Context: an optimization exercise on an open-source flow, tuned for small area, a short achievable clock period and few clock cycles per item. The choices shown serve that exercise and are no tape-out recipe. The RTL was checked by simulation tests, not by an equivalence proof against the original design. No activity file was given, so power comes from the tool's default toggle rates.

File: flow/design.v
module vesc_cmd_encoder (
    input  wire        clk,
    input  wire        rst,          
    input  wire        in_valid,
    output wire        in_ready,
    input  wire [2:0]  in_cmd,       
    input  wire [63:0] in_arg,       
    output reg         out_valid,
    input  wire        out_ready,
    output reg  [1:0]  out_status,   
    output reg  [3:0]  out_len,      
    output reg  [79:0] out_frame     
);
    reg v0, v1, xv;
    reg rdy;                               
    wire adv = ~xv;                        
    wire ld  = ~out_valid | out_ready;     
    assign in_ready = rdy;
    reg [2:0]  c0;
    reg [63:0] a0;
    reg        kA, kB, kC, kD, sv0;
    always @(posedge clk) begin
        if (adv) begin
            c0  <= in_cmd;
            a0  <= in_arg;
            kA  <= (in_cmd == 3'd0) | (in_cmd == 3'd1) | (in_cmd == 3'd5);    
            kB  <= (in_cmd == 3'd3) | (in_cmd == 3'd4) | (in_cmd == 3'd7);    
            kC  <= (in_cmd == 3'd2);                                          
            kD  <= (in_cmd == 3'd6);                                          
            sv0 <= (in_cmd == 3'd7);
        end
    end
    function geq_t(input [52:0] mv, input [52:0] tv);
        reg [63:0] g, e;
        integer i, l;
        begin
            g = 64'd0;
            e = {64{1'b1}};
            for (i = 0; i < 53; i = i + 1) begin
                g[i] = mv[i] & ~tv[i];
                e[i] = ~(mv[i] ^ tv[i]);
            end
            for (l = 1; l < 64; l = l * 2)
                for (i = 0; i < 64; i = i + 2 * l) begin
                    g[i] = g[i + l] | (e[i + l] & g[i]);
                    e[i] = e[i + l] & e[i];
                end
            geq_t = g[0] | e[0];
        end
    endfunction
    wire has_arg0 = c0[2] | c0[1];
    wire        s0      = a0[63];
    wire [10:0] e0      = a0[62:52];
    wire [51:0] f0      = a0[51:0];
    wire        enz0    = |e0;
    wire [52:0] m0      = {enz0, f0};
    wire [10:0] eeff0   = {e0[10:1], e0[0] | ~enz0};
    wire        nonfin0 = &e0;
    wire        fnz0    = |f0;
    wire        gt_one0 = e0[10] | ((e0 == 11'h3FF) & fnz0);
    wire        dom0    = kC ? gt_one0 :
                          sv0 ? (gt_one0 | (s0 & (enz0 | fnz0))) : 1'b0;
    wire [12:0] sh0    = (kA ? 13'd1055 : kB ? 13'd1045 : kC ? 13'd1038 : 13'd1035) - {2'b0, eeff0};
    wire        shneg0 = sh0[12];
    wire        zero0  = ~has_arg0 | (~sh0[12] & (sh0[11:0] > 12'd34));
    wire        dp = kA | (kB & geq_t(m0, 53'd4611686018427388)) |
                     (kC & geq_t(m0, 53'd5902958103587057)) |
                     (kD & geq_t(m0, 53'd4722366482869646));
    wire [69:0] mw = {17'd0, m0};
    wire [69:0] t1 = mw << 14;
    wire [69:0] t2 = ~((kB ? (mw << 9) : 70'd0) | (kC ? (mw << 12) : 70'd0) |
                       (kD ? (mw << 10) : 70'd0)) & {70{~kA}};
    wire [69:0] t3 = (kB ? (mw << 7) : 70'd0) | ((kC | kD) ? (mw << 8) : 70'd0);
    wire [69:0] t4 = kC ? ~(mw << 6) : kD ? (mw << 3) : 70'd0;
    wire [69:0] t5 = (kC ? (mw << 4) : 70'd0) | (kD ? mw : 70'd0);
    wire [69:0] t6 = kC ? (mw << 2) : 70'd0;
    reg  [69:0] th;
    integer j;
    always @(*) begin
        th = {56'd0, dp, ~dp, 12'd0};
        for (j = 33; j < 70; j = j + 1)
            th[j] = s0 ? (j - 33 >= sh0[5:0]) : (j - 33 == sh0[5:0]);
    end
    wire [69:0] ww = t1 + t2 + t3 + t4 + t5 + t6 + th + {68'd0, kC, ~kA};    
    wire [35:0] r0 = ww[69:34];
    reg [35:0] r1;
    reg [2:0]  c1;
    reg        s1, zero1, nonfin1, rng1;
    reg [5:0]  sh1;
    always @(posedge clk) begin
        if (adv) begin
            r1 <= r0; c1 <= c0; s1 <= s0; sh1 <= sh0[5:0];
            zero1 <= zero0; nonfin1 <= nonfin0 & has_arg0; rng1 <= has_arg0 & (dom0 | shneg0);
        end
    end
    wire        zq1   = zero1 | r1[35];
    wire [35:0] f     = r1 >> sh1;
    wire [31:0] q1    = zq1 ? 32'd0 : (f[31:0] ^ {32{s1}});
    wire        ovf1  = ~zq1 & (|f[35:31]);
    wire [1:0]  st1   = nonfin1 ? 2'd1 : (rng1 | ovf1) ? 2'd2 : 2'd0;
    reg [31:0] qx;
    reg [1:0]  stx;
    reg [2:0]  cx;
    always @(posedge clk) begin
        if (adv) begin
            qx <= q1; stx <= st1; cx <= c1;
        end
    end
    wire [31:0] q      = xv ? qx : q1;
    wire [1:0]  status = xv ? stx : st1;
    wire [2:0]  c3     = xv ? cx : c1;
    wire        ok     = (status == 2'd0);
    wire        has_arg3 = c3[2] | c3[1];
    wire        w2_3     = (c3 == 3'd7);
    wire        w4_3     = has_arg3 & ~w2_3;
    reg  [7:0]  cmd_id3;
    always @(*) begin
        case (c3)
            3'd0: cmd_id3 = 8'h00;
            3'd1: cmd_id3 = 8'h04;
            3'd2: cmd_id3 = 8'h05;
            3'd3: cmd_id3 = 8'h06;
            3'd4: cmd_id3 = 8'h07;
            3'd5: cmd_id3 = 8'h08;
            3'd6: cmd_id3 = 8'h09;
            default: cmd_id3 = 8'h0C;
        endcase
    end
    function [15:0] crc16_byte(input [15:0] crc_in, input [7:0] data);
        integer b;
        reg [15:0] cc;
        begin
            cc = crc_in ^ {data, 8'h00};
            for (b = 0; b < 8; b = b + 1)
                cc = cc[15] ? ((cc << 1) ^ 16'h1021) : (cc << 1);
            crc16_byte = cc;
        end
    endfunction
    function [15:0] crc_q(input [31:0] qq);
        crc_q = crc16_byte(crc16_byte(crc16_byte(crc16_byte(16'h0, qq[31:24]), qq[23:16]),
                                      qq[15:8]), qq[7:0]);
    endfunction
    reg [15:0] crc_c;
    always @(*) begin
        case (c3)
            3'd0:    crc_c = crc16_byte(16'h0, 8'h00);
            3'd1:    crc_c = crc16_byte(16'h0, 8'h04);
            3'd7:    crc_c = crc16_byte(crc16_byte(crc16_byte(16'h0, 8'h0C), 8'h00), 8'h00);
            default: crc_c = crc16_byte(crc16_byte(crc16_byte(crc16_byte(crc16_byte(16'h0,
                                 cmd_id3), 8'h00), 8'h00), 8'h00), 8'h00);
        endcase
    end
    wire [15:0] crc = crc_c ^ crc_q(q);
    reg [79:0] frame;
    reg [3:0]  flen;
    always @(*) begin
        frame = 80'd0;
        flen  = 4'd0;
        if (ok) begin
            if (w4_3) begin
                flen  = 4'd10;
                frame = {8'h02, 8'h05, cmd_id3, q, crc, 8'h03};
            end else if (w2_3) begin
                flen  = 4'd8;
                frame = {8'h02, 8'h03, 8'h0C, q[15:0], crc, 8'h03, 16'd0};
            end else begin
                flen  = 4'd6;
                frame = {8'h02, 8'h01, cmd_id3, crc, 8'h03, 32'd0};
            end
        end
    end
    wire src_v = xv | (v1 & adv);
    wire xv_n  = ~rst & ~ld & (xv | v1);
    always @(posedge clk) begin
        if (rst) begin
            v0 <= 1'b0; v1 <= 1'b0; out_valid <= 1'b0;
        end else begin
            if (adv) begin
                v0 <= in_valid;
                v1 <= v0;
            end
            out_valid <= ld ? src_v : 1'b1;
        end
        xv  <= xv_n;
        rdy <= ~xv_n;
    end
    always @(posedge clk) begin
        if (ld) begin
            out_status <= status;
            out_len    <= flen;
            out_frame  <= frame;
        end
    end
endmodule
File: flow/flow/run.sh
#!/bin/bash
set -euo pipefail
bash standard.sh finish 'BUFFER_PORTS_ARGS=-buffer_cell sky130_fd_sc_hd__buf_2' SETUP_SLACK_MARGIN=27.6 TNS_END_PERCENT=100 > standard_finish.log 2>&1
File: flow/standard.sh
#!/bin/bash
# synth_recipe.tcl (not shown) runs the flow's synth.tcl, then flattens the netlist and writes it again
# the make line also repeats each setting of config.mk as NAME=value (left out here)
make -C /OpenROAD-flow-scripts/flow DESIGN_CONFIG=/design/flow/config.mk WORK_HOME=/design/flow/orfs CLKGATE_MAP_FILE= SYNTH_SCRIPT=/design/flow/synth_recipe.tcl "${@:-finish}"
File: flow/config.mk
export PLATFORM = sky130hd
export DESIGN_NAME = vesc_cmd_encoder
export DESIGN_NICKNAME = vesc_cmd_encoder
export VERILOG_FILES = /design/flow/design.v
export SDC_FILE = /design/flow/constraint.sdc
export NUM_CORES = 4
export LEC_CHECK = 0
export CAP_MARGIN = 20
export CORE_MARGIN = 2
export CORE_UTILIZATION = 40
export SETUP_SLACK_MARGIN = 2
export SLEW_MARGIN = 20
File: flow/constraint.sdc
create_clock -name core_clock -period 36.0 [get_ports {clk}]
set_input_delay 7.2000 -clock core_clock [delete_from_list [all_inputs] [get_ports {clk}]]
set_output_delay 7.2000 -clock core_clock [all_outputs]
set_load 0.01 [all_outputs]
==> summary.txt, run 1 <==
Synth
  • Sequential share of the synthesized area: 25.0%
  • Post-synthesis async set-or-reset flop share: 0%
  • Avg Inst Size Synth: slightly below 10 um^2
  • Synth Warn #: 1
  • Synth unique cells: between 90 and 100
  • Mapped Area: 25200 um^2
  • Post-synth top flop: edfxtp_1
  • Post-synth EDFFs: 181
  • Synth Instances: 2531
  • Synth Register Bits: 223

Detailed routing
  • Post-Route WL: 76000 um
  • Antenna viol nets, final: 0
  • 1st-pass router iterations: 6
  • Initial DRC Count: 2230
  • WL/cell: 22.1 um
  • Vias: 19.8k
  • DRC viols: 0
  • Vias/cell: 5.74

Global routing
  • First-pass GRT wire length: approximately 120000 um
  • Vias in the first global route: 19.5k
  • Initial antenna violation count: 0
  • Total gr overflow: 0
  • Largest net degree at the start of global routing: between 60 and 70
  • GRT Overall Usage: 23.2%

Layout
  • Fill cells: roughly 6k
  • FF+latch area: about 6300 um^2
  • Final Net Count: 3048
  • Ant. Diodes: 0
  • Multi-input gate area: 17400 um^2
  • Share of layout cells above drive strength 1: 14.2%
  • Syn-to-layout area delta: 9.26%

Worst setup path
  • Critical Path End Type: output pin
  • Cell family with most CP delay: flip-flops
  • Minimum setup slack among reg-to-reg paths: about 28 ns
  • Cell chain of the critical path: buf_2
  • Largest stage delay, worst path: about 0.42 ns
  • Startpoint Class: register
  • Critical path arrival: 1.16 ns
  • CP Max Fanout: 2
  • Critical-path top delay cell: edfxtp_1
  • Worst path buffer plus inverter count: 1
  • Crit Path Class: register to output pin
  • Critical Path RT: 28.80 ns

Power
  • PD cells: 100 nW/um^2
  • Total Power: 2.76 mW
  • Leak: between 10 and 15 nW
  • Max VDD drop: about 160 uV

Clocking
  • Clock Path Buffers: 3
  • Root Driver: clkbuf_16
  • Clock Latency Late Sink: 0.59 ns
  • CTS buffer count: 26
  • CTS Sinks: roughly 220
  • H-tree Lvls: 1
  • CTS tree: yes
  • CTS clock-pin slew for the worst setup and hold paths: 0.06 ns

Place
  • Dpl hpwl: 60400 um
  • IO Port Bufs: about 140
  • Gp weighted congestion: 0.958

Floorplanning
  • Die Ht: about 250 um
  • Initial Util: 40.6%
  • Die X: 255 um
  • Die area: 64900 um^2
  • # rows: 91
  • IO Pins: between 150 and 200
  • Core area: 61900 um^2

Timing
  • Skew final: 0.0149 ns
  • Setup_tns: 0 ns
  • Worst-Margin Slew: between 1 and 1.5 ns
  • Fmax: 120 MHz
  • RSZ-0062 raised after global routing: true
  • Hold_ws: 0.422 ns
  • Post-route minimum period: 8.36 ns
  • Pins Over Slew Limit: 0
  • Final Hold Vio Count: 0
  • Fraction of the cycle the final worst path needs: 23.2%
  • Slew margin rel.: a little under a third
  • Final setup fails: 0

Run status
  • Status: complete, no violations

Run
  • Max_cap viols: 0

Worst hold path
  • Type of the tightest min-delay check: register to register
==> stage by stage <==
| step | setup slack (ns) | utilization, % | cells | area [um^2] |
|---|---|---|---|---|
| 3_3_place_gp | 27.50 | 42.5 | 3373 | 26300 |
| 3_5_place_dp | 27.40 | 42.5 | 3373 | 26300 |
| 5_1_grt | 27.58 | 44.4 | 3445 | 27500 |
| 6_report | 27.64 | 44.4 | 3445 | 27500 |
| 4_1_cts | 27.61 | 44.0 | 3421 | 27300 |
| 2_1_floorplan | 27.78 | - | 2553 | 25200 |
==> timing repair <==
action | 4_1_cts | 5_1_grt
setup endpoints to repair | 6 | 22
pin swaps | 0 | 3
hold buffers | 0 | 0
buffers inserted | 0 | 24
gates cloned | 0 | 0
resized for setup | 3 | 12
==> logic make-up after synthesis <==
kind of cell,count (synthesis),synth area share [%]
compound gates,474,12.6
xor+xnor,131,5.71
fa+ha+maj,389,26.7
buf+inv,370,6.23
flops,223,25.0
mux,166,9.61
other cells,1,0.0149
simple gates,777,14.2
==> layout make-up <==
type,instances,share of cell area [%]
clock inverter,14,0.565
sequential,223,22.8
tap,837,3.81
clock buffer,34,2.78
timing repair buffer,188,3.91
inverter,189,2.61
multi-input combinational,1960,63.5
==> synth_stat cells (all sizes together), types with 38 or more instances <==
cell / instances / area (um^2)
xor2: 39 / 357
inv: 187 / 702
o21ai: 88 / 440
a21oi: 157 / 786
xnor2: 83 / 870
clkbuf: 118 / 447
edfxtp: 181 / 5440
buf: 63 / 410
mux4: 58 / 1310
nor2: 132 / 495
nand3: 41 / 220
nand2: 366 / 1370
mux2i: 88 / 881
nor3: 50 / 255
dfxtp: 42 / 841
a21o: 38 / 285
fa: 247 / 4940
ha: 142 / 1780
==> cell usage in the layout (no fill, tap or decap), types with 41 or more instances in the layout <==
| master | count |
|---|---|
| buf_4 | 53 |
| inv_1 | 182 |
| mux2i_1 | 88 |
| xnor2_1 | 70 |
| mux4_2 | 58 |
| nor3_1 | 48 |
| ha_1 | 142 |
| a21oi_1 | 156 |
| nor2_1 | 130 |
| nand2_1 | 366 |
| edfxtp_1 | 181 |
| dfxtp_1 | 41 |
| fa_1 | 247 |
| o21ai_0 | 81 |
| buf_2 | 135 |
==> flip-flops by register name, summed over array words and instances, names as in the netlist, 2 cells and up <==
signal and flops:
qx 32, r1 36, cx 3, out_status 2, out_len 3, c0 3, c1 3, a0 64
stx 2, sh1 6, out_frame 55
==> layer usage <==
metal	global-route usage, %	routed length (um)	up-vias
li1	-	-	8985
met1	32.9	32900	9712
met2	36.3	34400	940
met3	4.48	6400	124
met4	6.28	2290	0
met5	0	0	-
==> worst paths after layout <==
| kind | from | to | cells after the start |
|---|---|---|---|
| worst max register to register | a0[0]$_DFFE_PN_ | r1[16]$_DFFE_PN_ | 33 |
| worst min-delay path | c0[0]$_DFFE_PN_ | c1[0]$_DFFE_PN_ | 0 |
| worst min register to register | c0[0]$_DFFE_PN_ | c1[0]$_DFFE_PN_ | 0 |
| worst max-delay path | out_frame[64]$_SDFFCE_PP0N_ | out_frame[73] | 1 |
==> report_power, final <==
part           total (mW)  internal, mW  switching (mW)
clock               0.280         0.165           0.115
sequential          0.451         0.392          0.0582
combinational        2.03         0.841            1.19
Testbench counts, summed over its fixed seeds: cycles 8,024, items 8,000.
==> run 2, diff against run 1 <==
--- a/flow/design.v
+++ b/flow/design.v
@@ -76,12 +76,6 @@
     wire [69:0] t6 = kC ? (mw << 2) : 70'd0;
-    reg  [69:0] th;
-    integer j;
-    always @(*) begin
-        th = {56'd0, dp, ~dp, 12'd0};
-        for (j = 33; j < 70; j = j + 1)
-            th[j] = s0 ? (j - 33 >= sh0[5:0]) : (j - 33 == sh0[5:0]);
-    end
+    wire [69:0] th = {56'd0, dp, ~dp, 12'd0};
     wire [69:0] ww = t1 + t2 + t3 + t4 + t5 + t6 + th + {68'd0, kC, ~kA};    
-    wire [35:0] r0 = ww[69:34];
-    reg [35:0] r1;
+    wire [34:0] r0 = ww[67:33];                
+    reg [34:0] r1;
     reg [2:0]  c1;
@@ -95,7 +89,8 @@
     end
-    wire        zq1   = zero1 | r1[35];
-    wire [35:0] f     = r1 >> sh1;
-    wire [31:0] q1    = zq1 ? 32'd0 : (f[31:0] ^ {32{s1}});
-    wire        ovf1  = ~zq1 & (|f[35:31]);
-    wire [1:0]  st1   = nonfin1 ? 2'd1 : (rng1 | ovf1) ? 2'd2 : 2'd0;
+    wire [34:0] h     = zero1 ? 35'd0 : (r1 >> sh1);
+    wire [33:0] phi   = h[34:1];
+    wire [32:0] q33   = ({1'b0, phi[31:0]} ^ {33{s1}}) + {32'd0, h[0] ^ s1};
+    wire [31:0] q1    = q33[31:0];
+    wire        werr1 = (|phi[33:32]) | (q33[32] ^ q33[31]);
+    wire [1:0]  st1   = nonfin1 ? 2'd1 : (rng1 | werr1) ? 2'd2 : 2'd0;
     reg [31:0] qx;
==> flow/run.sh (new file) <==
#!/bin/bash
# synth_recipe.tcl (not shown) runs the flow's synth.tcl, then flattens the netlist and writes it again
# the make line also repeats each setting of config.mk as NAME=value (left out here)
make -C /OpenROAD-flow-scripts/flow DESIGN_CONFIG=/design/flow/config.mk WORK_HOME=/design/flow/orfs CLKGATE_MAP_FILE= SYNTH_SCRIPT=/design/flow/synth_recipe.tcl finish
--- a/flow/config.mk
+++ b/flow/config.mk
@@ -9,4 +9,4 @@
 export CORE_MARGIN = 2
-export CORE_UTILIZATION = 40
-export SETUP_SLACK_MARGIN = 2
+export CORE_UTILIZATION = 55
+export SETUP_SLACK_MARGIN = 5
 export SLEW_MARGIN = 20
removed: flow/flow/run.sh
removed: flow/standard.sh
==> run 2 against run 1 <==
Net effect: utilization up 17 points; via count rose by 0.79%; critical path type is now register to register; die area fell by 28%; first-iteration DRC count shrank 9.6%; sequential share of layout area up 0.27 points; total power is 23% lower; clock skew fell by 0.0044 ns; synthesized cell count grew 1.7%; clock power shrank 6%; worst hold slack better by 0.081 ns; sequential power is essentially flat; fmax down 6.8%; still clean on timing, DRC and antenna.
==> summary.txt, run 2 <==
Run status
  • Status: complete, no violations

Clocking
  • Clock Latency Late Sink: around 0.55 ns
  • CTS buffer count: 25
  • CTS Sinks: 222
  • Root Driver: clkbuf_16
  • Clock Path Buffers: 3
  • # resized after CTS: 0
  • H-tree Lvls: 1
  • CTS Hold Buffers Added: 0
  • Setup bufs post-CTS: 0
  • CTS tree: yes
  • CTS clock-pin slew for the worst setup and hold paths: 0.06 ns

Synth
  • Post-synth top flop: edfxtp_1
  • Synth Register Bits: around 220
  • Post-synthesis compound-gate area fraction: 13.9%
  • Sequential share of the synthesized area: 25.2%
  • Avg Inst Size Synth: 9.63 um^2
  • XOR/XNOR share of the synthesized area: 6.52%
  • Mux share of post-synthesis cell area: 9.16%
  • Largest area contributor in the netlist: edfxtp_1
  • Synth Area in Simple Gates: between 10% and 20%
  • Most common cell in the synthesized netlist: inv_1
  • Largest family of logic cells by synthesized area: adder cells
  • Post-synth top area share: between 20% and 30%
  • Mapped Area: 24800 um^2
  • Post-synthesis async set-or-reset flop share: 0%
  • Top cells by count, synth: inv_1, nand2_1, fa_1, edfxtp_1, nor2_1
  • Post-synth EDFFs: 180
  • Synth Instances: 2573
  • Top cells by area, synth: edfxtp_1, fa_1, ha_1
  • Adder-Cell Fraction of Synth Area: 22.3%
  • Synth Warn #: 1
  • Synth unique cells: 111

Global routing
  • GRT Overall Usage: 30.5%
  • Largest net degree at the start of global routing: 85
  • First-pass GRT wire length: 112000 um
  • Initial antenna violation count: 1
  • Vias in the first global route: 19.9k
  • Total gr overflow: 0

Detailed routing
  • Initial DRC Count: 2015
  • Vias/cell: about 6.2
  • Antenna viol nets, final: 0
  • WL/cell: about 22 um
  • Post-Route WL: 71100 um
  • DRC viols: 0
  • Vias: 19.9k
  • 1st-pass router iterations: 8

Power
  • Total Power: 2.12 mW
  • PD cells: 78.4 nW/um^2
  • Leak: 11.9 nW
  • Max VDD drop: 143 uV

Worst setup path
  • Critical Path End Type: register
  • R2r startpoint: a0[10]$_DFFE_PN_
  • Largest stage delay, worst path: 0.65 ns
  • Critical path arrival: 9.32 ns
  • Crit Path Class: register to register
  • CP dominant cell by count: o21ai_0
  • CP Max Fanout: 8
  • Cell family with most CP delay: compound AO/OA/AOI/OAI gates
  • Critical-path top delay cell: o31ai_1
  • Critical path origin: a0[10]$_DFFE_PN_
  • Worst path buffer plus inverter count: 2
  • Startpoint Class: register
  • Critical Path RT: 36.35 ns

Timing
  • Fmax: 112 MHz
  • Setup_tns: 0 ns
  • Final Hold Vio Count: 0
  • Hold_ws: 0.503 ns
  • Fraction of the cycle the final worst path needs: 24.9%
  • Slew margin rel.: 28.5%
  • Pins Over Slew Limit: 0
  • RSZ-0062 raised after global routing: false
  • Post-route minimum period: 8.97 ns
  • Skew final: 0.0105 ns
  • Worst-Margin Slew: 1.07 ns
  • Final setup fails: 0

Place
  • Gp weighted congestion: 0.949
  • Dpl hpwl: 54900 um
  • IO Port Bufs: ~140

Layout
  • Max reg flops: 64
  • Commonest cells after routing, fill and taps aside: inv_1, nand2_1, fa_1
  • Final Net Count: 2986
  • Largest regs: a0: 64 flops, out_frame: 55 flops, r1: 35 flops
  • Share of layout cells above drive strength 1: 7.75%
  • Syn-to-layout area delta: 9.13%
  • Most common cell after layout, fill and taps aside: inv_1
  • Largest Register: a0

Floorplanning
  • IO Pins: 159
  • Die area: between 40000 and 50000 um^2
  • Die Ht: 216 um
  • # rows: between 70 and 80
  • Initial Util: between 50% and 60%
  • Die X: 216 um
  • Core area: 44300 um^2

Run
  • Max_cap viols: 0

Worst hold path
  • Type of the tightest min-delay check: register to register
  • HP Start: v0$_SDFFE_PP0N_
[run 2: changes by cell type in the layout (fill, tap and decap cells not counted), moves of 40 or more]
| cell | change |
|---|---|
| buf_2 | -135 |
| clkdlybuf4s50_1 | +135 |
| inv_1 | +105 |
| nand2_1 | -91 |
| nand3_1 | +41 |
| xnor2_1 | +40 |
[run 2: path summary, 6_finish.rpt]
path                            slack, ns                to  depth (start not counted)
worst max-delay path                27.03  r1[33]$_DFFE_PN_                         33
worst min-delay path                 0.50   v1$_SDFFE_PP0N_                          2
worst max register to register      27.03  r1[33]$_DFFE_PN_                         33
worst min register to register       0.50   v1$_SDFFE_PP0N_                          2
[run 2: stage by stage]
step	instances	area, um^2	util (%)	setup slack [ns]
finish	3213	27000	61.0	27.03
global route	3213	27000	61.0	26.34
global placement	3166	26200	59.1	27.27
floorplan	2595	24900	-	26.80
CTS	3212	27000	61.0	27.12
detailed placement	3166	26200	59.1	27.17
[run 2: final cells by class]
cell class | count | area [um^2]
Tap cell | 592 | 741
Antenna cell | 1 | 2.50
Inverter | 295 | 1110
Clock inverter | 17 | 209
Fill cell | 3890 | 17300
Timing Repair Buffer | 165 | 1580
Clock buffer | 29 | 641
Multi-Input combinational cell | 1892 | 16500
Sequential cell | 222 | 6250
[run 2: power by group]
part           leakage (nW)  internal (mW)  total [mW]  switching (mW)
logic                  9.20          0.633        1.40           0.771
clock network         0.408          0.158       0.263           0.106
registers              2.31          0.380       0.453          0.0734
[run 2: worst min-delay path, stage by stage (launching register included)]
cell,delay [ns]
dfxtp_1,0.33
mux2i_1,0.07
nor2_1,0.07
[run 2: cells by family after synthesis]
kind of cell | count (synthesis)
flops | 222
buf+inv | 481
compound gates | 499
fa+ha+maj | 314
mux | 165
other cells | 1
xor+xnor | 151
simple gates | 740
[run 2: per-layer routing]
| metal | vias to the layer above | share of wire, % | global-route usage [%] |
|---|---|---|---|
| met5 | - | 0 | 0 |
| met4 | 0 | 3.3 | 9.91 |
| met3 | 179 | 6.8 | 3.40 |
| met2 | 909 | 49 | 51.6 |
| met1 | 9781 | 41 | 41.0 |
| li1 | 9049 | - | - |
Testbench counts of run 2, summed over its fixed seeds: cycles 8,024, items 8,000.
==> run 3, diff against run 2 <==
==> flow/flow/run.sh (new file) <==
#!/bin/bash
set -euo pipefail
bash standard.sh finish 'BUFFER_PORTS_ARGS=-buffer_cell sky130_fd_sc_hd__buf_2' \
    SETUP_SLACK_MARGIN=27.6 TNS_END_PERCENT=100 CORE_UTILIZATION=55 \
    > standard_finish.log 2>&1
==> flow/standard.sh (new file) <==
#!/bin/bash
# synth_recipe.tcl (not shown) runs the flow's synth.tcl, then flattens the netlist and writes it again
# the make line also repeats each setting of config.mk as NAME=value (left out here)
make -C /OpenROAD-flow-scripts/flow DESIGN_CONFIG=/design/flow/config.mk WORK_HOME=/design/flow/orfs CLKGATE_MAP_FILE= SYNTH_SCRIPT=/design/flow/synth_recipe.tcl "${@:-finish}"
--- a/flow/config.mk
+++ b/flow/config.mk
@@ -9,4 +9,4 @@
 export CORE_MARGIN = 2
-export CORE_UTILIZATION = 55
-export SETUP_SLACK_MARGIN = 5
+export CORE_UTILIZATION = 40
+export SETUP_SLACK_MARGIN = 2
 export SLEW_MARGIN = 20
removed: flow/run.sh
==> run 3 against run 2 <==
Net effect: cell count barely moved; worst hold slack got worse by 0.0023 ns; register-to-register slack improved by 1.1 ns; fmax rose by 7.7%; combinational power barely moved; routed wire length rose by 1.3%; area after synthesis did not move; clock skew fell by 0.00096 ns; synthesized cell count did not move; design area fell by 2.3%; first-iteration DRC count fell by 4.6%; critical endpoint is now out_frame[13]; largest cell class unchanged; largest power group unchanged; highest routed layer unchanged.
==> summary.txt, run 3 <==
Power
  • Total Power: 2.10 mW
  • PD cells: 79.6 nW/um^2
  • Leak: 12.0 nW
  • Max VDD drop: between 100 and 150 uV

Detailed routing
  • Antenna viol nets, final: 0
  • Vias/cell: 6.20
  • 1st-pass router iterations: 7
  • WL/cell: 22.4 um
  • Vias: between 15k and 20k
  • DRC viols: 0
  • Post-Route WL: ~70000 um
  • Initial DRC Count: 1923

Synth
  • Post-synth top area share: 21.8%
  • Top cells by area, synth: edfxtp_1, fa_1, ha_1
  • Avg Inst Size Synth: 9.63 um^2
  • Most common cell in the synthesized netlist: inv_1
  • Post-synthesis async set-or-reset flop share: 0%
  • Largest area contributor in the netlist: edfxtp_1
  • Synth Register Bits: around 220
  • Synth unique cells: 111
  • Post-synth top flop: edfxtp_1
  • Synth Instances: 2573
  • Synth Warn #: 1
  • Sequential share of the synthesized area: 25.2%
  • Post-synth EDFFs: 180
  • Top cells by count, synth: inv_1, nand2_1, fa_1, edfxtp_1, nor2_1
  • Mapped Area: 24800 um^2

Global routing
  • Vias in the first global route: 20.1k
  • First-pass GRT wire length: 114000 um
  • GRT Overall Usage: 30.8%
  • Largest net degree at the start of global routing: 81
  • Total gr overflow: 0
  • Initial antenna violation count: 1

Clocking
  • H-tree Lvls: 1
  • Clock Path Buffers: 3
  • CTS clock-pin slew for the worst setup and hold paths: 0.06 ns
  • CTS buffer count: 25
  • CTS Sinks: approximately 220
  • Clock Latency Late Sink: 0.54 ns
  • CTS tree: yes
  • CTS Hold Buffers Added: 0
  • Root Driver: clkbuf_16

Layout
  • Max reg flops: 64
  • Final Net Count: 2988
  • Share of layout cells above drive strength 1: a little over an eighth
  • Syn-to-layout area delta: 6.60%
  • Most common cell after layout, fill and taps aside: inv_1
  • Post-route cell area: 26400 um^2
  • Largest regs: a0: 64 flops, out_frame: 55 flops, r1: 35 flops
  • Largest Register: a0
  • Commonest cells after routing, fill and taps aside: inv_1, nand2_1, fa_1
  • Layout Utilization: between 50% and 60%

Run
  • Max_cap viols: 0

Run status
  • Status: complete, no violations

Worst hold path
  • Type of the tightest min-delay check: register to register

Place
  • IO Port Bufs: approximately 140
  • Gp weighted congestion: 0.964
  • Dpl hpwl: 56000 um
  • Post-Place Setup Slack: 27.41 ns
  • Placed Area: ~26000 um^2

Timing
  • Post-route minimum period: 8.32 ns
  • Final Hold Vio Count: 0
  • Final setup fails: 0
  • Fmax: approximately 120 MHz
  • Fraction of the cycle the final worst path needs: 23.1%
  • RSZ-0062 raised after global routing: false
  • Slew margin rel.: 30.8%
  • Final Worst Setup Slack: about 28 ns
  • Pins Over Slew Limit: 0
  • Worst-Margin Slew: between 1 and 1.5 ns
  • Skew final: 0.00952 ns
  • Setup_tns: 0 ns

Worst setup path
  • Crit Path Class: register to output pin
  • CP Max Fanout: 1
  • Critical Path RT: 28.80 ns
  • Largest stage delay, worst path: 0.42 ns
  • Critical-path top delay cell: edfxtp_1
  • Critical Path End Type: output pin
  • Cell chain of the critical path: buf_2
  • Worst path buffer plus inverter count: 1
  • Startpoint Class: register
  • Critical path arrival: ~1.1 ns
  • Minimum setup slack among reg-to-reg paths: 28.09 ns
  • Cell family with most CP delay: flip-flops

Floorplanning
  • # rows: slightly below 80
  • IO Pins: between 150 and 200
  • Core area: between 40000 and 50000 um^2
  • Initial Util: 55.9%
  • Die X: 216 um
  • Die Ht: around 220 um
  • Die area: 46800 um^2
-- run 3: cell counts after synthesis --
No cell type changed its count.
-- run 3: final cells by class --
cell class                      count  area, um^2
Antenna cell                        1        2.50
Clock buffer                       30         664
Clock inverter                     16         180
Fill cell                        3882       17900
Inverter                          295        1110
Multi-Input combinational cell   1892       16500
Sequential cell                   222        6250
Tap cell                          592         741
Timing Repair Buffer              167         916
-- run 3: worst paths after layout --
kind	end	startpoint	depth (start not counted)
worst max-delay path	out_frame[13]	out_frame[13]$_SDFFCE_PN0N_	1
worst min-delay path	v0$_SDFFE_PP0N_	v0$_SDFFE_PP0N_	2
worst max register to register	out_frame[16]$_SDFFCE_PP0N_	sh1[1]$_DFFE_PN_	18
worst min register to register	v0$_SDFFE_PP0N_	v0$_SDFFE_PP0N_	2
-- run 3: power by group --
group / switching [mW] / internal (mW) / leakage [nW]
combinational: 0.781 / 0.607 / 9.28
sequential: 0.0741 / 0.380 / 2.31
clock: 0.105 / 0.155 / 0.412
-- run 3: logic make-up (layout without fill, tap and decap cells) --
family	after synthesis	after routing	share of synthesized area (%)
flip-flops	222	222	25.2
adder cells (fa/ha/maj)	314	314	22.3
buffers and inverters	481	508	8.51
multiplexers	165	165	9.16
AND/OR/NAND/NOR	740	740	14.4
AO/OA/AOI/OAI	499	499	13.9
XOR/XNOR	151	151	6.52
other	1	24	0.0151
-- run 3: per-stage QoR --
step	std cells	hold slack, ns
after floorplan	2595	0.400
after global placement	3166	0.474
after detailed placement	3166	0.489
after CTS	3212	0.504
after global routing	3214	0.518
final	3215	0.501
-- run 3: per-layer routing --
layer	up-vias	wire (um)	track usage, %
li1	9078	-	-
met1	9833	30300	41.9
met2	856	35200	52.5
met3	157	4230	2.88
met4	0	2340	9.70
met5	-	0	0
-- run 3: repair_timing --
action                                  CTS  global route
gates resized for setup                   2             7
setup buffers                             0             2
endpoints found under the setup margin    3             8
==> run 4, diff against run 3 <==
==> flow/flow/run.sh (replaced) <==
#!/bin/bash
set -euo pipefail
bash standard.sh finish 'BUFFER_PORTS_ARGS=-buffer_cell sky130_fd_sc_hd__buf_2' \
    SETUP_SLACK_MARGIN=27.9 TNS_END_PERCENT=100 CORE_UTILIZATION=55 \
    > standard_finish.log 2>&1
==> run 4 against run 3 <==
Net effect: combinational power barely moved; clock power fell by 7%; setup slack barely moved; design area rose by 0.27%; non-clock buffer count rose by 11; critical path depth did not move; total power fell by 1.2%; die area did not move; sequential cell count did not move; largest cell class unchanged; largest power group unchanged.
==> summary.txt, run 4 <==
Run status
  • Status: complete, no violations

Global routing
  • GRT Overall Usage: 30.9%
  • Initial antenna violation count: 1
  • Vias in the first global route: 19.9k
  • First-pass GRT wire length: 114000 um
  • Total gr overflow: 0
  • Largest net degree at the start of global routing: 79

Layout
  • Ant. Diodes: 0
  • Most common cell after layout, fill and taps aside: inv_1
  • Max reg flops: 64
  • Syn-to-layout area delta: 6.89%
  • Commonest cells after routing, fill and taps aside: inv_1, nand2_1, fa_1
  • Largest Register: a0
  • Fill cells: 3973
  • Share of layout cells above drive strength 1: 13.7%
  • Final Non-Filler Cells: between 3k and 4k
  • Multi-input gate area: about 17000 um^2
  • Largest regs: a0: 64 flops, out_frame: 55 flops, r1: 35 flops
  • FF+latch area: 6250 um^2
  • Final Net Count: 2999

Synth
  • Post-synth top flop: edfxtp_1
  • Most common cell in the synthesized netlist: inv_1
  • Synth unique cells: 111
  • Avg Inst Size Synth: approximately 9.6 um^2
  • Largest area contributor in the netlist: edfxtp_1
  • Sequential share of the synthesized area: 25.2%
  • Top cells by count, synth: inv_1, nand2_1, fa_1, edfxtp_1, nor2_1
  • Post-synth EDFFs: 180
  • Synth Instances: 2573
  • Post-synth top area share: roughly 22%
  • Post-synthesis async set-or-reset flop share: 0%
  • Mapped Area: 24800 um^2
  • Synth Register Bits: 222
  • Synth Warn #: 1
  • Top cells by area, synth: edfxtp_1, fa_1, ha_1

Clocking
  • CTS buffer count: 25
  • Clock Latency Late Sink: between 0.5 and 0.6 ns
  • Root Driver: clkbuf_16
  • CTS Sinks: 222
  • CTS Hold Buffers Added: 0
  • CTS clock-pin slew for the worst setup and hold paths: 0.06 ns
  • Clock Path Buffers: 3
  • H-tree Lvls: 1
  • CTS tree: yes

Floorplanning
  • Initial Util: 55.9%
  • Core area: 44300 um^2
  • Die Ht: roughly 220 um
  • IO Pins: roughly 160
  • Die X: 216 um
  • # rows: 77
  • Die area: 46800 um^2

Timing
  • Fmax: around 120 MHz
  • Post-route minimum period: 8.32 ns
  • RSZ-0062 raised after global routing: true
  • Fraction of the cycle the final worst path needs: 23.1%
  • Final Hold Vio Count: 0
  • Worst-Margin Slew: 1.07 ns
  • Slew margin rel.: between 20% and 30%
  • Final setup fails: 0
  • Setup_tns: 0 ns
  • Pins Over Slew Limit: 0
  • Skew final: 0.0189 ns

Worst setup path
  • R2r startpoint: a0[0]$_DFFE_PN_
  • Critical path origin: out_frame[13]$_SDFFCE_PN0N_
  • Reg2reg path depth: 36
  • RR Endpoint: r1[33]$_DFFE_PN_
  • Critical Path RT: ~29 ns
  • Critical-path top delay cell: edfxtp_1
  • Cell family with most CP delay: flip-flops
  • Largest stage delay, worst path: around 0.42 ns
  • CP Max Fanout: 1
  • Worst path buffer plus inverter count: 1
  • Critical Path End Type: output pin
  • Cell chain of the critical path: buf_2
  • Minimum setup slack among reg-to-reg paths: 28.21 ns
  • Startpoint Class: register
  • Crit Path Class: register to output pin
  • Critical path arrival: 1.12 ns

Detailed routing
  • Vias: 19.9k
  • Post-Route WL: 71800 um
  • Vias/cell: 6.17
  • 1st-pass router iterations: 8
  • Antenna viol nets, final: 0
  • WL/cell: 22.3 um
  • Initial DRC Count: 2045
  • DRC viols: 0

Power
  • Max VDD drop: 102 uV
  • Leak: 12.1 nW
  • PD cells: 78.4 nW/um^2

Run
  • Max_cap viols: 0

Worst hold path
  • HP Start: c0[0]$_DFFE_PN_
  • Hold Path Sink: c1[0]$_DFFE_PN_
  • Type of the tightest min-delay check: register to register
  • Hold Crit Depth: 0

Place
  • Gp weighted congestion: ~0.95
  • IO Port Bufs: roughly 140
  • Post-placement cell count: 3168
  • Dpl hpwl: around 56000 um
run 4: cell families after synthesis:
kind of cell | after synthesis | share of synthesized area (%)
AOI/OAI and AO/OA | 499 | 13.9
and+or+nand+nor | 740 | 14.4
adders and majority gates | 314 | 22.3
other | 1 | 0.0151
DFF | 222 | 25.2
buffers and inverters | 481 | 8.51
muxes | 165 | 9.16
xor gates and xnor gates | 151 | 6.52
run 4: how the worst max path moves through the flow:
| stage | end | cells after the start |
|---|---|---|
| after global routing | out_frame[13] | 1 |
| after detailed placement | r1[33]$_DFFE_PN_ | 33 |
| final | out_frame[13] | 1 |
| after floorplan | rdy$_DFF_P_ | 2 |
| after CTS | out_frame[13] | 1 |
| after global placement | rdy$_DFF_P_ | 3 |
run 4: final cells by class:
cell class	instances	share of cell area (%)
clock inverters	15	0.354
inverters	295	4.21
multi-input cells	1892	62.6
well taps	592	2.80
repair buffers	178	3.81
clock buffers	31	2.60
flip-flops and latches	222	23.6
run 4: routing by layer:
| layer | vias up | routed length [um] | track usage [%] | part of all wire (%) |
|---|---|---|---|---|
| li1 | 9101 | - | - | - |
| met4 | 2 | 2040 | 9.41 | 2.8 |
| met2 | 922 | 35000 | 51.8 | 49 |
| met5 | - | 10 | 0 | 0.014 |
| met1 | 9725 | 29800 | 42.4 | 41 |
| met3 | 137 | 4940 | 3.49 | 6.9 |
run 4: power by group:
group          leakage (nW)  switching [mW]  total (mW)  internal (mW)
registers              2.31          0.0725       0.452          0.380
logic                  9.34           0.770        1.38          0.610
clock network         0.398           0.106       0.243          0.137
run 4: metrics by stage:
stage / total power, mW / worst slack, ns / instance area, um^2 / hold WS (ns) / util [%]
2_1_floorplan: 1.46 / 27.78 / 24900 / 0.400 / -
3_3_place_gp: 1.79 / 27.54 / 25500 / 0.476 / 57.6
3_5_place_dp: 1.80 / 27.35 / 25500 / 0.498 / 57.6
4_1_cts: 2.06 / 27.65 / 26300 / 0.517 / 59.4
5_1_grt: 2.22 / 27.65 / 26500 / 0.534 / 59.7
6_report: 2.08 / 27.68 / 26500 / 0.496 / 59.7
run 4: what timing repair did:
item	in CTS	in global routing
buffers inserted	0	11
setup endpoints to repair	75	94
resized for setup	6	14
endpoints found under the hold margin	0	0
pin swaps	0	8
==> run 5, diff against run 4 <==
==> flow/flow/run.sh (replaced) <==
#!/bin/bash
set -euo pipefail
bash standard.sh finish 'BUFFER_PORTS_ARGS=-buffer_cell sky130_fd_sc_hd__buf_2' \
    SETUP_SLACK_MARGIN=27.6 TNS_END_PERCENT=100 CORE_UTILIZATION=55 PLACE_DENSITY=0.8 \
    > standard_finish.log 2>&1
==> run 5 against run 4 <==
Net effect: sequential share of layout area about the same; design area about the same; clock power up 12%; critical path depth unchanged; clock skew down 0.0062 ns; cell count down 0.22%; global-route usage down 0.90 points.
==> summary.txt, run 5 <==
Synth
  • Post-synth EDFFs: 180
  • Sequential share of the synthesized area: 25.2%
  • Post-synthesis async set-or-reset flop share: 0%
  • Avg Inst Size Synth: between 9 and 10 um^2
  • Post-synth top flop: edfxtp_1
  • Largest area contributor in the netlist: edfxtp_1
  • Synth unique cells: 111
  • Post-synth top area share: 21.8%
  • Synth Register Bits: 222
  • Synth Warn #: 1
  • Synth Instances: 2573
  • Top cells by count, synth: inv_1, nand2_1, fa_1, edfxtp_1, nor2_1
  • Most common cell in the synthesized netlist: inv_1
  • Top cells by area, synth: edfxtp_1, fa_1, ha_1
  • Mapped Area: 24800 um^2

Layout
  • Commonest cells after routing, fill and taps aside: inv_1, nand2_1, fa_1
  • Largest Register: a0
  • Layout Utilization: 59.7%
  • Largest regs: a0: 64 flops, out_frame: 55 flops, r1: 35 flops
  • Most common cell after layout, fill and taps aside: inv_1
  • Ant. Diodes: 0
  • Final Net Count: 2991
  • Syn-to-layout area delta: 6.87%
  • Share of layout cells above drive strength 1: 13.3%
  • Max reg flops: 64

Clocking
  • H-tree Lvls: 1
  • CTS tree: yes
  • CTS clock-pin slew for the worst setup and hold paths: 0.06 ns
  • Root Driver: clkbuf_16
  • CTS Hold Buffers Added: 0
  • CTS Sinks: 222
  • Clock Latency Late Sink: 0.57 ns
  • CTS buffer count: 26
  • Clock Path Buffers: 3

Floorplanning
  • Initial Util: 55.9%
  • Core area: 44300 um^2
  • IO Pins: 159
  • Die Ht: 216 um
  • # rows: between 70 and 80
  • Die area: 46800 um^2
  • Die X: 216 um

Timing
  • Slew margin rel.: 30.5%
  • Final setup fails: 0
  • Skew final: between 0.01 and 0.015 ns
  • Post-route minimum period: 8.33 ns
  • Final Hold Vio Count: 0
  • Fmax: 120 MHz
  • Setup_tns: 0 ns
  • Fraction of the cycle the final worst path needs: 23.1%
  • Worst-Margin Slew: 1.03 ns
  • RSZ-0062 raised after global routing: true
  • Pins Over Slew Limit: 0

Worst setup path
  • CP Max Fanout: 1
  • Critical-path top delay cell: edfxtp_1
  • Critical Path RT: 28.80 ns
  • Startpoint Class: register
  • Cell family with most CP delay: flip-flops
  • Cell chain of the critical path: buf_2
  • Crit Path Class: register to output pin
  • Critical path arrival: 1.13 ns
  • Largest stage delay, worst path: 0.40 ns
  • Worst path buffer plus inverter count: 1
  • Critical Path End Type: output pin
  • Number of cells on the critical path: 1
  • Reg2reg path depth: 36

Place
  • IO Port Bufs: 135
  • Gp weighted congestion: just under 1
  • Dpl hpwl: 54200 um

Worst hold path
  • Type of the tightest min-delay check: register to register
  • Hold Crit Depth: 0

Power
  • Sw frac: 45.1%
  • Logic pwr share: 65.7%
  • PD cells: 78.9 nW/um^2
  • Leak: 12.0 nW
  • Max VDD drop: 132 uV
  • Design internal power: 1.15 mW
  • Sw Pwr: 0.941 mW
  • Sequential power share: 21.3%
  • Clk pwr share: between 10% and 20%

Detailed routing
  • 1st-pass router iterations: 9
  • Post-Route WL: between 70000 and 80000 um
  • DRC viols: 0
  • Initial DRC Count: 1660
  • WL/cell: about 22 um
  • Antenna viol nets, final: 0
  • Vias/cell: 6.30
  • Vias: 20.3k

Global routing
  • First-pass GRT wire length: 112000 um
  • Total gr overflow: 0
  • GRT Overall Usage: roughly 30%
  • Largest net degree at the start of global routing: 76
  • Vias in the first global route: 20.6k
  • Initial antenna violation count: 0

Run
  • Max_cap viols: 0

Run status
  • Status: complete, no violations
## run 5: repair_timing
item                       4_1_cts  5_1_grt
gates resized for setup          4        7
gates cloned                     0        0
setup endpoints to repair        8       18
buffers inserted                 0        6
pin swaps                        0        1
## run 5: cells by family after synthesis
logic type               synth area share (%)
other                                  0.0151
multiplexers                             9.16
AO/OA/AOI/OAI                            13.9
buffers and inverters                    8.51
flip-flops                               25.2
XOR/XNOR                                 6.52
AND/OR/NAND/NOR                          14.4
adder cells (fa/ha/maj)                  22.3
## run 5: final cells by class
class                           instances  area [um^2]
Clock buffer                           38          746
Inverter                              295         1110
Sequential cell                       222         6250
Fill cell                            3828        17800
Multi-Input combinational cell       1892        16600
Timing Repair Buffer                  169          935
Tap cell                              592          741
Clock inverter                         10          133
## run 5: routing by layer
| layer | GRT usage, % | up-vias | part of all wire (%) |
|---|---|---|---|
| li1 | - | 9062 | - |
| met1 | 37.1 | 9904 | 38 |
| met2 | 52.5 | 1072 | 50 |
| met3 | 4.07 | 226 | 7.5 |
| met4 | 13.0 | 0 | 4.7 |
| met5 | 0 | - | 0 |
## run 5: worst paths after layout
check	slack, ns	end	start
min	0.42	c1[0]$_DFFE_PN_	c0[0]$_DFFE_PN_
max reg2reg	27.96	r1[33]$_DFFE_PN_	a0[1]$_DFFE_PN_
min reg2reg	0.42	c1[0]$_DFFE_PN_	c0[0]$_DFFE_PN_
max	27.67	out_frame[33]	out_frame[33]$_SDFFCE_PP0N_
## run 5: metrics by stage
stage                     setup WS [ns]  cell area (um^2)  cells  power (mW)  hold WS [ns]
after floorplan                   27.78             24900   2595        1.46         0.400
after global placement            27.21             25500   3164        1.75         0.404
after detailed placement          27.02             25500   3164        1.78         0.405
after CTS                         27.62             26400   3212        2.07         0.420
after global routing              27.53             26500   3218        2.22         0.432
final                             27.67             26500   3218        2.09         0.419
## run 5: power by group through the flow
stage               clock network (mW)  logic, mW  registers (mW)
global route                     0.285       1.49           0.451
floorplan                            0       1.04           0.427
finish                           0.271       1.37           0.444
detailed placement                   0       1.33           0.446
global placement                     0       1.31           0.441
CTS                              0.277       1.35           0.441
==> run 6, diff against run 5 <==
--- a/flow/design.v
+++ b/flow/design.v
@@ -32,20 +32,2 @@
     end
-    function geq_t(input [52:0] mv, input [52:0] tv);
-        reg [63:0] g, e;
-        integer i, l;
-        begin
-            g = 64'd0;
-            e = {64{1'b1}};
-            for (i = 0; i < 53; i = i + 1) begin
-                g[i] = mv[i] & ~tv[i];
-                e[i] = ~(mv[i] ^ tv[i]);
-            end
-            for (l = 1; l < 64; l = l * 2)
-                for (i = 0; i < 64; i = i + 2 * l) begin
-                    g[i] = g[i + l] | (e[i + l] & g[i]);
-                    e[i] = e[i + l] & e[i];
-                end
-            geq_t = g[0] | e[0];
-        end
-    endfunction
     wire has_arg0 = c0[2] | c0[1];
@@ -65,5 +47,2 @@
     wire        zero0  = ~has_arg0 | (~sh0[12] & (sh0[11:0] > 12'd34));
-    wire        dp = kA | (kB & geq_t(m0, 53'd4611686018427388)) |
-                     (kC & geq_t(m0, 53'd5902958103587057)) |
-                     (kD & geq_t(m0, 53'd4722366482869646));
     wire [69:0] mw = {17'd0, m0};
@@ -76,8 +55,8 @@
     wire [69:0] t6 = kC ? (mw << 2) : 70'd0;
-    wire [69:0] th = {56'd0, dp, ~dp, 12'd0};
-    wire [69:0] ww = t1 + t2 + t3 + t4 + t5 + t6 + th + {68'd0, kC, ~kA};    
-    wire [34:0] r0 = ww[67:33];                
+    wire [69:0] ww  = t1 + t2 + t3 + t4 + t5 + t6 + {57'd0, 1'b1, 10'd0, kC, ~kA};
+    wire [34:0] r0  = ww[67:33];               
+    wire        ci0 = ww[66] & (&ww[32:12]);   
     reg [34:0] r1;
     reg [2:0]  c1;
-    reg        s1, zero1, nonfin1, rng1;
+    reg        s1, zero1, nonfin1, rng1, ci1;
     reg [5:0]  sh1;
@@ -85,3 +64,3 @@
         if (adv) begin
-            r1 <= r0; c1 <= c0; s1 <= s0; sh1 <= sh0[5:0];
+            r1 <= r0; ci1 <= ci0; c1 <= c0; s1 <= s0; sh1 <= sh0[5:0];
             zero1 <= zero0; nonfin1 <= nonfin0 & has_arg0; rng1 <= has_arg0 & (dom0 | shneg0);
@@ -89,5 +68,14 @@
     end
-    wire [34:0] h     = zero1 ? 35'd0 : (r1 >> sh1);
-    wire [33:0] phi   = h[34:1];
-    wire [32:0] q33   = ({1'b0, phi[31:0]} ^ {33{s1}}) + {32'd0, h[0] ^ s1};
+    wire [34:0] g     = zero1 ? 35'd0 : (r1 >> sh1);
+    reg  [34:0] pa;                            
+    integer k;
+    always @(*) begin
+        pa[0] = r1[0];
+        for (k = 1; k < 35; k = k + 1)
+            pa[k] = pa[k - 1] & r1[k];
+    end
+    wire        low1  = (sh1 == 6'd0) | pa[sh1 - 6'd1];
+    wire        c2    = ci1 & low1 & ~zero1;
+    wire [33:0] phi   = g[34:1];
+    wire [32:0] q33   = ({1'b0, phi[31:0]} ^ {33{s1}}) + {32'd0, (g[0] | c2) ^ s1};
     wire [31:0] q1    = q33[31:0];
==> flow/flow/run.sh (replaced) <==
#!/bin/bash
set -euo pipefail
bash standard.sh finish 'BUFFER_PORTS_ARGS=-buffer_cell sky130_fd_sc_hd__buf_2' SETUP_SLACK_MARGIN=28.2 TNS_END_PERCENT=100 > standard_finish.log 2>&1
==> run 6 against run 5 <==
Net effect: sequential share of layout area fell by 0.27 points; largest cell class unchanged; critical path type unchanged; critical endpoint is now out_frame[14]; utilization decreased by 16 points; clock power about the same; count of clock-buffer cells in the layout fell by 6; non-clock buffer count shrank 2; still clean; register-to-register slack gained 0.57 ns; global-route usage decreased by 6.5 points; sequential power grew 3%.
==> summary.txt, run 6 <==
Power
  • PD cells: approximately 80 nW/um^2
  • Max VDD drop: around 95 uV
  • Design internal power: 1.13 mW
  • Leak: 12.3 nW
  • Sw frac: 47.2%
  • Clk pwr share: 12.6%
  • Logic pwr share: roughly two thirds
  • Sequential power share: roughly a fifth
  • Sw Pwr: 1.02 mW

Clocking
  • Clock Latency Late Sink: just under 0.6 ns
  • CTS clock-pin slew for the worst setup and hold paths: 0.06 ns
  • CTS tree: yes
  • Clock Path Buffers: 3
  • Root Driver: clkbuf_16
  • H-tree Lvls: 1
  • CTS Sinks: approximately 220
  • CTS Hold Buffers Added: 0
  • CTS buffer count: 26

Detailed routing
  • DRC viols: 0
  • Post-Route WL: 76000 um
  • Vias/cell: 5.82
  • 1st-pass router iterations: 7
  • Vias: 20.0k
  • M1 wire length: 31000 um
  • WL/cell: 22.1 um
  • Routed wl met2: ~36000 um
  • Antenna viol nets, final: 0
  • DR top layer: met4
  • WL met3: 5820 um
  • Initial DRC Count: 2118

Global routing
  • First-pass GRT wire length: roughly 120000 um
  • Largest net degree at the start of global routing: 95
  • Initial antenna violation count: 1
  • GRT Overall Usage: a little under a quarter
  • Vias in the first global route: slightly above 20k
  • Total gr overflow: 0

Synth
  • Synth Warn #: 1
  • Post-synth top area share: 21.9%
  • Top cells by count, synth: inv_1, nand2_1, fa_1, edfxtp_1, nor2_1
  • Post-synthesis async set-or-reset flop share: 0%
  • Top cells by area, synth: edfxtp_1, fa_1, ha_1
  • Mapped Area: 24800 um^2
  • Synth Instances: 2568
  • Sequential share of the synthesized area: 25.3%
  • Most common cell in the synthesized netlist: inv_1
  • Post-synth EDFFs: 181
  • Post-synth top flop: edfxtp_1
  • Avg Inst Size Synth: 9.66 um^2
  • Largest area contributor in the netlist: edfxtp_1
  • Synth Register Bits: about 220
  • Synth unique cells: 112

Floorplanning
  • Die X: 253 um
  • # rows: 91
  • Core area: 61500 um^2
  • Die Ht: approximately 250 um
  • Initial Util: 40.3%
  • Die area: 64000 um^2
  • IO Pins: 159

Timing
  • Skew final: 0.0286 ns
  • Slew margin rel.: 36.5%
  • Final setup fails: 0
  • RSZ-0062 raised after global routing: true
  • Setup_tns: 0 ns
  • Final Hold Vio Count: 0
  • Fmax: around 120 MHz
  • Fraction of the cycle the final worst path needs: 23.2%
  • Worst-Margin Slew: 0.943 ns
  • Post-route minimum period: 8.36 ns
  • Pins Over Slew Limit: 0

Worst setup path
  • Minimum setup slack among reg-to-reg paths: 28.53 ns
  • Crit Path Class: register to output pin
  • Critical Path RT: 28.80 ns
  • Largest stage delay, worst path: 0.42 ns
  • Cell chain of the critical path: buf_2
  • Startpoint Class: register
  • Critical path arrival: 1.16 ns
  • Critical-path top delay cell: edfxtp_1
  • Critical Path End Type: output pin
  • Worst path buffer plus inverter count: 1
  • Cell family with most CP delay: flip-flops
  • CP Max Fanout: 1

Layout
  • Max reg flops: 64
  • Commonest cells after routing, fill and taps aside: inv_1, nand2_1, fa_1
  • Final Net Count: 3006
  • Most common cell after layout, fill and taps aside: inv_1
  • Fill cells: 5980
  • Largest Register: a0
  • Post-route cell area: 26900 um^2
  • Syn-to-layout area delta: 8.49%
  • Share of layout cells above drive strength 1: a little over an eighth
  • Largest regs: a0: 64 flops, out_frame: 55 flops, r1: 35 flops

Place
  • Gp weighted congestion: 0.921
  • Dpl hpwl: around 59000 um
  • IO Port Bufs: 135
  • Placed Area: 25900 um^2

Run status
  • Status: complete, no violations

Run
  • Max_cap viols: 0

Worst hold path
  • Type of the tightest min-delay check: register to register
-- run 6: changes by cell type after synthesis, moves of 12 or more --
| cell | change |
|---|---|
| a22oi_1 | +12 |
| nand4_1 | +14 |
| a21o_1 | +12 |
| a211oi_1 | -13 |
| xor2_1 | +22 |
| nand2_1 | -13 |
| mux2i_1 | +19 |
| nand3_1 | -24 |
| xnor2_1 | +13 |
-- run 6: metal layers --
metal	up-vias	GRT usage (%)
li1	9068	-
met1	9767	30.9
met2	958	39.6
met3	165	3.59
met4	0	7.71
met5	-	0
-- run 6: metrics by stage --
step	hold slack [ns]	utilization, %	total power [mW]	instances	setup slack, ns
floorplan	0.400	-	1.49	2590	27.78
global route	0.445	43.8	2.29	3431	27.61
detailed placement	0.414	42.1	1.85	3376	27.47
global placement	0.407	42.1	1.83	3376	27.50
finish	0.430	43.8	2.15	3431	27.64
CTS	0.431	43.6	2.13	3426	27.61
-- run 6: logic make-up after synthesis --
| logic type | synth area share [%] |
|---|---|
| simple gates | 13.3 |
| flops | 25.3 |
| xor+xnor | 8.08 |
| other cells | 0.0151 |
| buf+inv | 7.89 |
| mux | 8.54 |
| compound gates | 14.7 |
| fa+ha+maj | 22.2 |
-- run 6: layout make-up --
| cell class | instances | area (um^2) | share of cell area, % |
|---|---|---|---|
| diodes | 1 | 2.50 | 0.00930 |
| well taps | 790 | 988 | 3.67 |
| repair buffers | 167 | 941 | 3.50 |
| clock inverters | 16 | 118 | 0.437 |
| inverters | 289 | 1100 | 4.08 |
| multi-input cells | 1913 | 16700 | 62.1 |
| clock buffers | 32 | 761 | 2.83 |
| flip-flops and latches | 223 | 6280 | 23.3 |
-- run 6: final timing paths --
path                                             startpoint         endpoint  cells past startpoint
worst max-delay path            out_frame[14]$_SDFFCE_PN0N_    out_frame[14]                      1
worst min-delay path                        c0[0]$_DFFE_PN_  c1[0]$_DFFE_PN_                      0
worst max register to register                 kC$_DFFE_PN_    ci1$_DFFE_PN_                     28
worst min register to register              c0[0]$_DFFE_PN_  c1[0]$_DFFE_PN_                      0
-- run 6: what timing repair did --
action	4_1_cts	5_1_grt
setup endpoints to repair	93	120
endpoints found under the hold margin	0	0
buffers inserted	1	4
gates resized for setup	8	12
cloned	1	0
-- run 6: power groups by stage --
stage	sequential [mW]	combinational (mW)	clock, mW
after global placement	0.460	1.37	0
final	0.459	1.42	0.271
after detailed placement	0.461	1.38	0
after floorplan	0.425	1.07	0
after global routing	0.464	1.54	0.287
after CTS	0.456	1.39	0.278
Testbench counts of run 6, summed over its fixed seeds: cycles 8,024, items 8,000.
==> run 7, diff against run 6 <==
==> flow/flow/run.sh (replaced) <==
#!/bin/bash
set -euo pipefail
bash standard.sh finish 'BUFFER_PORTS_ARGS=-buffer_cell sky130_fd_sc_hd__buf_2' SETUP_SLACK_MARGIN=27.6 TNS_END_PERCENT=100 > standard_finish.log 2>&1
==> run 7 against run 6 <==
Net effect: highest routed layer unchanged; utilization fell by 0.18 points; die area did not move; register-to-register slack got worse by 0.42 ns; total power fell by 0.71%.
==> summary.txt, run 7 <==
Floorplanning
  • Die area: 64000 um^2
  • IO Pins: between 150 and 200
  • Die Ht: 253 um
  • Initial Util: 40.3%
  • # rows: just over 90
  • Die X: 253 um
  • Core area: 61500 um^2

Clocking
  • CTS Hold Buffers Added: 0
  • Root Driver: clkbuf_16
  • CTS buffer count: 26
  • CTS tree: yes
  • Setup bufs post-CTS: 0
  • CTS clock-pin slew for the worst setup and hold paths: 0.07 ns
  • H-tree Lvls: 1
  • Clock Latency Late Sink: about 0.6 ns
  • CTS Sinks: 223
  • Clock Path Buffers: 3

Power
  • Leak: 12.3 nW
  • Sw frac: between 40% and 50%
  • Clk pwr share: 12.7%
  • Sequential power share: 21.4%
  • Logic pwr share: approximately two thirds
  • PD cells: between 70 and 80 nW/um^2
  • Max VDD drop: about 70 uV
  • Sw Pwr: approximately 1.0 mW
  • Design internal power: between 1 and 1.5 mW

Synth
  • Mapped Area: 24800 um^2
  • Top cells by area, synth: edfxtp_1, fa_1, ha_1
  • Most common cell in the synthesized netlist: inv_1
  • Largest area contributor in the netlist: edfxtp_1
  • Post-synth top flop: edfxtp_1
  • Top cells by count, synth: inv_1, nand2_1, fa_1, edfxtp_1, nor2_1
  • Post-synth top area share: 21.9%
  • Post-synthesis compound-gate area fraction: between 10 and 15%
  • Sequential share of the synthesized area: approximately 25%
  • Adder-Cell Fraction of Synth Area: between 20% and 30%
  • Synth Register Bits: 223
  • Synth unique cells: ~110
  • Synth Instances: around 2.6k
  • Avg Inst Size Synth: around 9.7 um^2
  • Synth Warn #: 1
  • Post-synth EDFFs: 181
  • Post-synthesis async set-or-reset flop share: 0%
  • Mux share of post-synthesis cell area: 8.54%
  • Largest family of logic cells by synthesized area: adder cells
  • XOR/XNOR share of the synthesized area: 8.08%
  • Synth Area in Simple Gates: 13.3%

Worst setup path
  • Critical path arrival: 1.18 ns
  • Largest stage delay, worst path: 0.43 ns
  • CP Max Fanout: 1
  • Cell chain of the critical path: buf_2
  • Crit Path Class: register to output pin
  • Critical Path End Type: output pin
  • Startpoint Class: register
  • Critical Path RT: 28.80 ns
  • Cell family with most CP delay: flip-flops
  • Critical-path top delay cell: edfxtp_1
  • Worst path buffer plus inverter count: 1

Global routing
  • Initial antenna violation count: 0
  • Largest net degree at the start of global routing: 81
  • Total gr overflow: 0
  • Met3 GRT Util: 2.93%
  • GRT busiest layer: met2
  • Met1 Track Usage GR: 31.8%
  • First-pass GRT wire length: 119000 um
  • Vias in the first global route: 20.3k
  • GR met2 Demand/Resource: 40.1%
  • GRT Overall Usage: 23.9%

Detailed routing
  • 1st-pass router iterations: 6
  • Vias: 19.9k
  • Initial DRC Count: 2017
  • Vias/cell: 5.81
  • Antenna viol nets, final: 0
  • WL/cell: around 22 um
  • Post-Route WL: around 77000 um
  • DRC viols: 0

Run status
  • Status: complete, no violations

Timing
  • Final setup fails: 0
  • Skew final: 0.0314 ns
  • Fraction of the cycle the final worst path needs: roughly a quarter
  • Slew margin rel.: roughly 33%
  • Pins Over Slew Limit: 0
  • Fmax: 119 MHz
  • Final Worst Setup Slack: 27.62 ns
  • Hold_ws: 0.429 ns
  • Post-route minimum period: about 8.4 ns
  • RSZ-0062 raised after global routing: true
  • Worst-Margin Slew: 0.976 ns
  • Setup_tns: 0 ns
  • Final Hold Vio Count: 0

Layout
  • Final Net Count: 3000
  • Max reg flops: 64
  • Ant. Diodes: 0
  • Largest Register: a0
  • Most common cell after layout, fill and taps aside: inv_1
  • Syn-to-layout area delta: 8.04%
  • Largest regs: a0: 64 flops, out_frame: 55 flops, r1: 35 flops
  • Share of layout cells above drive strength 1: 12.9%
  • Commonest cells after routing, fill and taps aside: inv_1, nand2_1, fa_1

Place
  • Gp weighted congestion: 0.933
  • Post-Place Setup Slack: 27.48 ns
  • Dpl hpwl: 59600 um
  • IO Port Bufs: around 140

Run
  • Max_cap viols: 0

Worst hold path
  • Type of the tightest min-delay check: register to register
==> run 7: cell counts after synthesis <==
Identical to the previous run, type by type.
==> run 7: metal layers <==
| layer | vias to the layer above | routed length, um |
|---|---|---|
| met3 | 161 | 4750 |
| met5 | - | 0 |
| met2 | 837 | 37000 |
| met4 | 0 | 2770 |
| li1 | 9054 | - |
| met1 | 9849 | 32100 |
==> run 7: worst paths after layout <==
kind	start	end	slack (ns)	cells past startpoint
hold / removal	c0[0]$_DFFE_PN_	c1[0]$_DFFE_PN_	0.43	0
hold reg to reg	c0[0]$_DFFE_PN_	c1[0]$_DFFE_PN_	0.43	0
setup / recovery	out_frame[22]$_SDFFCE_PN0N_	out_frame[22]	27.62	1
setup reg to reg	sh1[0]$_DFFE_PN_	out_frame[32]$_SDFFCE_PP0N_	28.11	27
==> run 7: power groups by stage <==
stage | combinational (mW) | clock, mW | sequential (mW)
2_1_floorplan | 1.07 | 0 | 0.425
3_3_place_gp | 1.36 | 0 | 0.461
3_5_place_dp | 1.38 | 0 | 0.461
4_1_cts | 1.39 | 0.279 | 0.456
5_1_grt | 1.54 | 0.288 | 0.464
6_report | 1.41 | 0.271 | 0.458
==> run 7: cell type report <==
class                      count  area [um^2]
clock inverter                13          143
sequential                   223         6280
multi-input combinational   1912        16700
timing repair buffer         162          886
fill                        6002        34700
clock buffer                  35          724
tap                          790          988
inverter                     289         1090
==> run 7: logic make-up (layout without fill, tap and decap cells) <==
logic type                 after synthesis  count (layout)
and+or+nand+nor                        693             693
AOI/OAI and AO/OA                      519             519
buffers and inverters                  455             499
adders and majority gates              315             315
DFF                                    223             223
xor gates and xnor gates               193             193
muxes                                  169             169
other                                    1              23
==> run 7: metrics by stage <==
step	total power, mW	instances	instance area, um^2	util (%)
after floorplan	1.49	2590	24900	-
after global placement	1.82	3376	25900	42.1
after detailed placement	1.85	3376	25900	42.1
after CTS	2.13	3424	26800	43.6
after global routing	2.29	3424	26800	43.6
final	2.14	3424	26800	43.6
==> run 7: repair_timing <==
item	CTS	global route
endpoints found under the hold margin	0	0
endpoints found under the setup margin	3	46
gates resized for setup	0	6
pin swaps	0	0

## re-timing with driven ports
Ports are ideal in the flow. The routed layouts listed here were re-timed in OpenROAD. Step 1: set_driving_cell puts a clkbuf_16 on clk and a buf_2 on each other input, an assumption about the parent block. Step 2 also shifts input and output timing later by t, the mid clock arrival at the registers, as if the neighbouring blocks saw the same clock. a / b / c = ideal ports / drivers / drivers and shift; a / b = the first two.
| run | shift t [ns] | setup WS [ns] | worst setup path at the end | clock arrival spread, ns | worst slew at a driven data input, ns |
|---|---|---|---|---|---|
| run 1 | 0.635 | 27.642 / 27.586 / 27.517 | input to register | 0.015 / 0.015 | 0.05 |
| run 2 | 0.605 | 27.032 / 27.032 / 27.032 | register to register | 0.011 / 0.011 | 0.09 |
| run 3 | 0.599 | 27.676 / 27.617 / 27.535 | input to register | 0.013 / 0.012 | 0.07 |
| run 4 | 0.603 | 27.677 / 27.615 / 27.552 | input to register | 0.019 / 0.019 | 0.09 |
| run 5 | 0.625 | 27.669 / 27.611 / 27.540 | input to register | 0.015 / 0.015 | 0.06 |
| run 6 | 0.639 | 27.640 / 27.573 / 27.682 | input to register | 0.029 / 0.029 | 0.08 |
| run 7 | 0.649 | 27.625 / 27.552 / 27.468 | input to register | 0.032 / 0.032 | 0.09 |
After both steps every run listed still meets setup and hold. For run 7, which loses most, drivers alone change the setup slack by -0.073 ns; drivers and shift together by -0.157 ns.
